Background: an optimization exercise with open tools, aiming at small area, a short achievable clock period and few clock cycles per item. Do not read the settings as production practice.
In this exercise RTL edits were held to simulation tests only and were not proved equivalent to the original.
No activity file was given, so power comes from the tool's default toggle rates.

==> module hpsdr_telem, before the edit <==
module hpsdr_telem (
    input  wire        clk,
    input  wire        rst,
    input  wire        in_valid,
    output wire        in_ready,
    input  wire [7:0]  in_c0,
    input  wire [31:0] in_data,
    output wire        out_valid,
    input  wire        out_ready,
    output reg  [2:0]  out_kind,
    output reg  [2:0]  out_keys,
    output reg  [31:0] out_a,
    output reg  [31:0] out_b
);
    localparam [2:0] K_INFO   = 3'd0;
    localparam [2:0] K_FWD    = 3'd1;
    localparam [2:0] K_REV    = 3'd2;
    localparam [2:0] K_SUPPLY = 3'd3;
    localparam [2:0] K_ADC    = 3'd4;
    localparam [2:0] K_RAW    = 3'd5;
    localparam [2:0] K_REV0   = 3'd6;    
    reg v1, v2a, v2, v3;
    reg skid_full;
    reg rdy;             
    wire en   = ~v3 | out_ready;
    wire take = in_valid & ~skid_full;
    assign in_ready  = rdy;
    assign out_valid = v3;
    reg [2:0] in_kind;
    always @(*) begin
        case (in_c0[7:3])
            5'd0:    in_kind = K_INFO;
            5'd1:    in_kind = K_FWD;
            5'd2:    in_kind = K_REV;
            5'd3:    in_kind = K_SUPPLY;
            5'd4:    in_kind = K_ADC;
            default: in_kind = K_RAW;
        endcase
    end
    reg [2:0]  sk_kind;
    reg [2:0]  sk_keys;
    reg [31:0] sk_data;
    reg        v0;
    reg [2:0]  s_kind;
    reg [2:0]  s_keys;
    reg [31:0] s_data;
    wire [15:0] s_hi   = s_data[31:16];
    wire [15:0] s_lo   = s_data[15:0];
    wire [19:0] u_hi = {1'b0, s_hi, 3'b0} + {3'b0, s_hi, 1'b0} + {4'b0, s_hi} - 20'd110;
    wire [19:0] u_lo = {1'b0, s_lo, 3'b0} + {3'b0, s_lo, 1'b0} + {4'b0, s_lo};
    wire        s_rev = (s_kind == K_REV);
    wire        s_fwd = (s_kind == K_FWD);
    wire        s_sup = (s_kind == K_SUPPLY);
    wire        s_oth = ~(s_rev | s_fwd | s_sup);
    wire [19:0] s_ub  = ({20{s_rev}} & u_hi) | ({20{s_fwd}} & u_lo);
    wire [19:0] s_us  = ({20{s_sup}} & u_lo) | ({20{s_oth}} & {4'd0, s_lo});
    reg [2:0]  r1_kind, r2a_kind, r2_kind;
    reg [2:0]  r1_keys, r2a_keys, r2_keys;
    reg [15:0] r1_h, r2a_h, r2_h;
    reg [39:0] r2a_ra, r2a_rb;
    reg        r2a_fc;
    reg [19:0] r1_ub, r1_us;
    reg        r1_gs;
    reg [39:0] r2_t;
    reg        r2_selq_a, r2_selq_b;    
    wire [39:0] ra, rb;
    wire        fc;
    hpsdr_s2 u_s2 (.ub(r1_ub), .us(r1_us), .gs(r1_gs), .ra(ra), .rb(rb), .fc(fc));
    wire        conv1 = (r1_kind == K_FWD) | (r1_kind == K_REV) | (r1_kind == K_REV0) |
                        (r1_kind == K_SUPPLY);
    wire [39:0] ra_m = {conv1 ? ra[39:32] : r1_us[15:8], ra[31:0]};
    wire [39:0] rb_m = {conv1 ? rb[39:32] : r1_us[7:0],  rb[31:0]};
    wire        conv = (r2a_kind == K_FWD) | (r2a_kind == K_REV) | (r2a_kind == K_REV0) |
                       (r2a_kind == K_SUPPLY);
    wire [39:0] t;
    hpsdr_cpa40 u_cpa (.ra(r2a_ra), .rb(r2a_rb), .fc(r2a_fc), .t(t));
    wire [30:0] qb;
    hpsdr_bridge u_br (.t(r2_t), .q(qb));
    wire [7:0] c1 = r2_h[15:8];
    wire [7:0] c2 = r2_h[7:0];
    wire [7:0] c3 = r2_t[15:8];
    wire [7:0] c4 = r2_t[7:0];
    function [8:0] ver(input [7:0] v);
        reg [7:0] q, r;
        begin
            q = v / 8'd10;
            r = v % 8'd10;
            ver = {q[4:0], r[3:0]};
        end
    endfunction
    reg [2:0]  k_n;
    reg [31:0] a_r, b_r;
    always @(*) begin
        k_n = r2_kind;
        a_r = 32'd0;
        b_r = 32'd0;
        case (r2_kind)
            K_INFO:   begin a_r = {25'd0, c1[6:0]};
                            b_r = {5'd0, ver(c2), ver(c3), ver(c4)}; end
            K_FWD:    a_r = {16'd0, r2_h};
            K_REV:    b_r = {16'd0, r2_h};
            K_REV0:   begin b_r = {16'd0, r2_h}; k_n = K_REV; end
            K_SUPPLY: begin a_r = {16'd0, r2_h}; b_r = {7'd0, r2_t[24:0]}; end
            K_ADC:    begin a_r = {28'd0, c4[0], c3[0], c2[0], c1[0]};
                            b_r = {4'd0, c4[7:1], c3[7:1], c2[7:1], c1[7:1]}; end
            default:  a_r = {r2_h, r2_t[15:0]};
        endcase
    end
    wire [31:0] a_n, b_n;
    hpsdr_aor u_aor_a (.r(a_r), .s(r2_selq_a), .q({1'b0, qb}), .y(a_n));
    hpsdr_aor u_aor_b (.r(b_r), .s(r2_selq_b), .q({1'b0, qb}), .y(b_n));
    always @(posedge clk) begin
        if (rst) begin
            v0 <= 1'b0;
            v1 <= 1'b0;
            v2a <= 1'b0;
            v2 <= 1'b0;
            v3 <= 1'b0;
            skid_full <= 1'b0;
            rdy <= 1'b1;
        end else if (en) begin
            v0 <= skid_full | take;
            v1 <= v0;
            v2a <= v1;
            v2 <= v2a;
            v3 <= v2;
            skid_full <= 1'b0;
            rdy <= 1'b1;
        end else if (take) begin
            skid_full <= 1'b1;
            rdy <= 1'b0;
        end
    end
    always @(posedge clk) begin
        if (~skid_full) begin
            sk_kind <= in_kind;
            sk_keys <= in_c0[2:0];
            sk_data <= in_data;
        end
        if (en) begin
            s_kind  <= skid_full ? sk_kind : in_kind;
            s_keys  <= skid_full ? sk_keys : in_c0[2:0];
            s_data  <= skid_full ? sk_data : in_data;
            r1_kind <= (s_rev && s_hi <= 16'd10) ? K_REV0 : s_kind;
            r1_keys <= s_keys;
            r1_h    <= s_rev ? s_lo : s_hi;
            r1_ub   <= s_ub;
            r1_us   <= s_us;
            r1_gs   <= s_sup;
            r2a_kind <= r1_kind;
            r2a_keys <= r1_keys;
            r2a_h    <= r1_h;
            r2a_ra   <= ra_m;
            r2a_rb   <= rb_m;
            r2a_fc   <= fc;
            r2_kind <= r2a_kind;
            r2_selq_a <= (r2a_kind == K_REV);
            r2_selq_b <= (r2a_kind == K_FWD);
            r2_keys <= r2a_keys;
            r2_h    <= r2a_h;
            r2_t    <= {t[39:16], conv ? t[15:0] : {r2a_ra[39:32], r2a_rb[39:32]}};
            out_kind <= k_n;
            out_keys <= r2_keys;
            out_a    <= a_n;
            out_b    <= b_n;
        end
    end
endmodule
export LEC_CHECK = 0
export CAP_MARGIN = 20
export CORE_MARGIN = 2
export CORE_UTILIZATION = 40
export SLEW_MARGIN = 20
export SYNTH_HIERARCHICAL = 1
create_clock -name core_clock -period 12.0 [get_ports {clk}]
standard.sh (not shown) runs the stock make flow with config.mk's settings and CLKGATE_MAP_FILE= SYNTH_SCRIPT=/design/flow/synth_recipe.tcl, a recipe that flattens the netlist after the stock synthesis.
==> flow/flow/run.sh <==
#!/bin/bash
set -euo pipefail
bash standard.sh SETUP_SLACK_MARGIN=7.7 finish > standard_flow.log 2>&1
Testbench counts at the start, summed over its fixed seeds: cycles 3,240, items 3,200.
Edit:
--- a/flow/design.v
+++ b/flow/design.v
@@ -18,13 +18,14 @@
     localparam [2:0] K_SUPPLY = 3'd3;
     localparam [2:0] K_ADC    = 3'd4;
     localparam [2:0] K_RAW    = 3'd5;
     localparam [2:0] K_REV0   = 3'd6;    
     reg v1, v2a, v2, v3;
+    reg nv3;             
     reg skid_full;
     reg rdy;             
-    wire en   = ~v3 | out_ready;
+    wire en   = nv3 | out_ready;
     wire take = in_valid & ~skid_full;
     assign in_ready  = rdy;
     assign out_valid = v3;
     reg [2:0] in_kind;
     always @(*) begin
@@ -50,28 +51,30 @@
     wire [19:0] u_lo = {1'b0, s_lo, 3'b0} + {3'b0, s_lo, 1'b0} + {4'b0, s_lo};
     wire        s_rev = (s_kind == K_REV);
     wire        s_fwd = (s_kind == K_FWD);
     wire        s_sup = (s_kind == K_SUPPLY);
     wire        s_oth = ~(s_rev | s_fwd | s_sup);
-    wire [19:0] s_ub  = ({20{s_rev}} & u_hi) | ({20{s_fwd}} & u_lo);
-    wire [19:0] s_us  = ({20{s_sup}} & u_lo) | ({20{s_oth}} & {4'd0, s_lo});
+    wire [19:0] s_u   = ({20{s_rev}} & u_hi) | ({20{s_fwd | s_sup}} & u_lo) |
+                        ({20{s_oth}} & {4'd0, s_lo});
     reg [2:0]  r1_kind, r2a_kind, r2_kind;
     reg [2:0]  r1_keys, r2a_keys, r2_keys;
     reg [15:0] r1_h, r2a_h, r2_h;
     reg [39:0] r2a_ra, r2a_rb;
     reg        r2a_fc;
-    reg [19:0] r1_ub, r1_us;
-    reg        r1_gs;
+    reg [19:0] r1_u;
+    reg        r1_gb, r1_gs;    
     reg [39:0] r2_t;
     reg        r2_selq_a, r2_selq_b;    
     wire [39:0] ra, rb;
     wire        fc;
-    hpsdr_s2 u_s2 (.ub(r1_ub), .us(r1_us), .gs(r1_gs), .ra(ra), .rb(rb), .fc(fc));
+    wire [19:0] ub, us;
+    hpsdr_gate u_gate (.u(r1_u), .gb(r1_gb), .gs(r1_gs), .ub(ub), .us(us));
+    hpsdr_s2 u_s2 (.ub(ub), .us(us), .gs(r1_gs), .ra(ra), .rb(rb), .fc(fc));
     wire        conv1 = (r1_kind == K_FWD) | (r1_kind == K_REV) | (r1_kind == K_REV0) |
                         (r1_kind == K_SUPPLY);
-    wire [39:0] ra_m = {conv1 ? ra[39:32] : r1_us[15:8], ra[31:0]};
-    wire [39:0] rb_m = {conv1 ? rb[39:32] : r1_us[7:0],  rb[31:0]};
+    wire [39:0] ra_m = {conv1 ? ra[39:32] : r1_u[15:8], ra[31:0]};
+    wire [39:0] rb_m = {conv1 ? rb[39:32] : r1_u[7:0],  rb[31:0]};
     wire        conv = (r2a_kind == K_FWD) | (r2a_kind == K_REV) | (r2a_kind == K_REV0) |
                        (r2a_kind == K_SUPPLY);
     wire [39:0] t;
     hpsdr_cpa40 u_cpa (.ra(r2a_ra), .rb(r2a_rb), .fc(r2a_fc), .t(t));
     wire [30:0] qb;
@@ -114,18 +117,20 @@
             v0 <= 1'b0;
             v1 <= 1'b0;
             v2a <= 1'b0;
             v2 <= 1'b0;
             v3 <= 1'b0;
+            nv3 <= 1'b1;
             skid_full <= 1'b0;
             rdy <= 1'b1;
         end else if (en) begin
             v0 <= skid_full | take;
             v1 <= v0;
             v2a <= v1;
             v2 <= v2a;
             v3 <= v2;
+            nv3 <= ~v2;
             skid_full <= 1'b0;
             rdy <= 1'b1;
         end else if (take) begin
             skid_full <= 1'b1;
             rdy <= 1'b0;
@@ -142,12 +147,12 @@
             s_keys  <= skid_full ? sk_keys : in_c0[2:0];
             s_data  <= skid_full ? sk_data : in_data;
             r1_kind <= (s_rev && s_hi <= 16'd10) ? K_REV0 : s_kind;
             r1_keys <= s_keys;
             r1_h    <= s_rev ? s_lo : s_hi;
-            r1_ub   <= s_ub;
-            r1_us   <= s_us;
+            r1_u    <= s_u;
+            r1_gb   <= s_rev | s_fwd;
             r1_gs   <= s_sup;
             r2a_kind <= r1_kind;
             r2a_keys <= r1_keys;
             r2a_h    <= r1_h;
             r2a_ra   <= ra_m;
@@ -170,10 +175,17 @@
     input wire [31:0] r, q;
     input wire s;
     output wire [31:0] y;
     assign y = r | ({32{s}} & q);
 endmodule
+module hpsdr_gate (u, gb, gs, ub, us);
+    input wire [19:0] u;
+    input wire gb, gs;
+    output wire [19:0] ub, us;
+    assign ub = u & {20{gb}};
+    assign us = u & {20{gs}};
+endmodule
 module hpsdr_fa (a, b, c, s, co);
     input wire a, b, c;
     output wire s, co;
     assign {co, s} = a + b + c;
 endmodule
Result: Cell area decreases by 0.79%; clock-buffer cell count decreases by 1; core utilization stays flat; setup slack is worse by 160 ps; clock power barely changes; register-to-register slack is worse by 160 ps; area after synthesis decreases by 1.8%; hold slack is worse by 24 ps; combinational power decreases by 44%; power decreases by 31%; routed wire length increases by 1.4%; non-clock buffer count decreases by 5.
Testbench counts after the change, summed over its fixed seeds: cycles 3,240, items 3,200.

[separate check: timing with driven ports]
How much do the figures lean on ideal ports? The routed layouts below were timed once more, with nothing changed but the port constraints. Step 1, drivers: a clkbuf_16 drives clk and a buf_2 each remaining input, both assumed. Step 2 moves the port delays by t, midway between the first and last clock arrival at a register: inputs arrive t later, outputs are due t later. That takes back most of the time a late clock gives input paths. Slacks: ideal / step 1 / step 2; pairs: ideal / step 1.
run | t (ns) | setup WS [ns] | slew at the worst register clock pin (ns) | worst data-port slew with drivers (ns) | cell pins on the clock port's net
the first run | 0.625 | 7.662 / 7.662 / 7.203 | 0.06 / 0.06 | 0.04 | 1
the second run | 0.642 | 7.506 / 7.506 / 7.479 | 0.07 / 0.07 | 0.04 | 1
After both steps every run listed still meets setup and hold. The setup slack of the first run, which loses most, moves by 0.000 ns with the drivers and by -0.459 ns with both steps.
